What follows belongs to an exercise in optimizing a design on an open flow for small area, a short achievable clock period and few clock cycles per item; a production flow would make more cautious choices. In this exercise RTL edits were held to simulation tests only and were not proved equivalent to the original. Power and IR drop assume default switching activity.

Design si7021_unit, start of the top module:
module si7021_unit (
    input  wire        clk,
    input  wire        rst,           
    input  wire        in_valid,
    output wire        in_ready,
    input  wire [7:0]  in_op,
    input  wire [63:0] in_a,
    input  wire [47:0] in_b,
    input  wire [7:0]  in_c,
    input  wire [23:0] in_n,
    output reg         out_valid,
    output wire [1:0]  out_fault,
    output reg  [63:0] out_r0,
    output reg  [31:0] out_r1
);
Size in the first run: roughly 260 I/O pins, about 18000 µm² of cells after synthesis.
==> flow/config.mk <==
export PLATFORM = sky130hd
export DESIGN_NAME = si7021_unit
export DESIGN_NICKNAME = si7021_unit
export VERILOG_FILES = /design/flow/design.v
export SDC_FILE = /design/flow/constraint.sdc
export NUM_CORES = 4
export LEC_CHECK = 0
export CAP_MARGIN = 20
export CORE_MARGIN = 2
export CORE_UTILIZATION = 40
export SLEW_MARGIN = 20
==> flow/constraint.sdc <==
create_clock -name core_clock -period 13.0 [get_ports {clk}]
set_input_delay 2.6000 -clock core_clock [delete_from_list [all_inputs] [get_ports {clk}]]
set_output_delay 2.6000 -clock core_clock [all_outputs]
set_load 0.01 [all_outputs]
standard.sh (not shown) runs the stock make flow with config.mk's settings and CLKGATE_MAP_FILE= SYNTH_SCRIPT=/design/flow/synth_recipe.tcl, a recipe that flattens the netlist after the stock synthesis.
==> flow/flow/run.sh <==
#!/bin/bash
set -euo pipefail
bash standard.sh SETUP_SLACK_MARGIN=9.3 "BUFFER_PORTS_ARGS=-buffer_cell sky130_fd_sc_hd__buf_1" finish > standard_flow.log 2>&1
Testbench counts at the start, summed over its fixed seeds: cycles 4,824, ops 4,800.
==> next run, changes <==
==> flow/flow/run.sh (replaced) <==
#!/bin/bash
set -euo pipefail
bash standard.sh SETUP_SLACK_MARGIN=9.3 "BUFFER_PORTS_ARGS=-buffer_cell sky130_fd_sc_hd__buf_2" finish > standard_flow.log 2>&1
- TNS_END_PERCENT: default -> 0
The new run passed the timing, DRC and antenna checks; via count shrinks slightly; clock skew shrinks by 0.0049 ns; maximum frequency hardly moves; synthesized cell count stays the same.
==> next run, changes <==
- TNS_END_PERCENT: 0 -> default
=> The new run completed without violations. Core utilization went up by 0.65 points. Combinational power went up by about 5%. Via count went up by 1.0%. Setup slack is better by 0.12 ns. Synthesized cell count does not change.

========
si7021_unit, a different RTL version from the one above (not shown whole).
Size in the first run: ~1900 cells after synthesis, about 260 I/O pins, about 0.018 mm² of cells after synthesis.
==> flow/config.mk <==
export PLATFORM = sky130hd
export DESIGN_NAME = si7021_unit
export DESIGN_NICKNAME = si7021_unit
export VERILOG_FILES = /design/flow/design.v
export SDC_FILE = /design/flow/constraint.sdc
export NUM_CORES = 4
export LEC_CHECK = 0
export CAP_MARGIN = 20
export CORE_MARGIN = 2
export CORE_UTILIZATION = 40
export CTS_CLUSTER_DIAMETER = 100
export CTS_CLUSTER_SIZE = 30
export SLEW_MARGIN = 20
==> flow/constraint.sdc <==
create_clock -name core_clock -period 13.0 [get_ports {clk}]
set_input_delay 2.6000 -clock core_clock [delete_from_list [all_inputs] [get_ports {clk}]]
set_output_delay 2.6000 -clock core_clock [all_outputs]
set_load 0.01 [all_outputs]
==> flow/flow/run.sh <==
#!/bin/bash
set -euo pipefail
bash standard.sh SETUP_SLACK_MARGIN=9.15 "BUFFER_PORTS_ARGS=-buffer_cell sky130_fd_sc_hd__buf_2" finish > standard_flow.log 2>&1
Testbench counts at the start, summed over its fixed seeds: cycles 4,824, ops 4,800.
Edit:
==> flow/flow/run.sh (replaced) <==
#!/bin/bash
set -euo pipefail
bash standard.sh SETUP_SLACK_MARGIN=9.45 "BUFFER_PORTS_ARGS=-buffer_cell sky130_fd_sc_hd__buf_2" finish > standard_flow.log 2>&1
Result: Power went up by 0.52%; register-to-register slack improved by 0.16 ns; setup slack improved by 0.15 ns; clock-buffer cell count went down by 2; cell area went up by 3.6%; routed wire length went down by 0.68%.
Edit:
==> flow/flow/run.sh (replaced) <==
#!/bin/bash
set -euo pipefail
bash standard.sh SETUP_SLACK_MARGIN=9.3 "BUFFER_PORTS_ARGS=-buffer_cell sky130_fd_sc_hd__buf_2" finish > standard_flow.log 2>&1
CTS_CLUSTER_DIAMETER = 60   (was 100)
- clock power is higher by 54%
- register-to-register slack degrades by 0.11 ns
- routed wire length is higher by 2.3%
- worst setup slack degrades by 0.095 ns
- power is higher by 10%
- die area does not change
- hold slack degrades by 0.0044 ns

==> separate check: timing with driven ports <==
The flow's constraints put no driver on any port. The routed layouts listed below were extracted and timed again, unchanged, in two steps. Step 1: set_driving_cell puts a clkbuf_16 on clk and a buf_2 on each other input, an assumption about the parent block. Step 2 adds t to the input delays and takes it off the output delays; t is the mean of the earliest and latest rising clock arrival at the registers after step 1. Input paths then give back, and output paths get back, about the clock's delay inside the block. a / b / c = ideal ports / drivers / drivers and shift; a / b = the first two.
run	shift t [ns]	slack for setup (ns)	hold WS [ns]	clock arrival spread, ns
the first run of note 1	0.622	9.200 / 9.223 / 8.601	0.323 / 0.323 / 0.323	0.035 / 0.034
the second run of note 1	0.623	9.199 / 9.237 / 8.613	0.325 / 0.325 / 0.325	0.030 / 0.031
the third run of note 1	0.628	9.316 / 9.293 / 8.714	0.323 / 0.323 / 0.323	0.018 / 0.018
the first run of note 2	0.595	9.261 / 9.261 / 8.842	0.334 / 0.334 / 0.334	0.032 / 0.032
the second run of note 2	0.580	9.406 / 9.351 / 8.998	0.330 / 0.330 / 0.330	0.041 / 0.041
the third run of note 2	0.638	9.311 / 9.283 / 8.926	0.326 / 0.326 / 0.326	0.024 / 0.024
After both steps setup and hold are still met in every run listed. For the third run of note 1, which loses most, drivers alone change the setup slack by -0.023 ns; drivers and shift together by -0.602 ns.
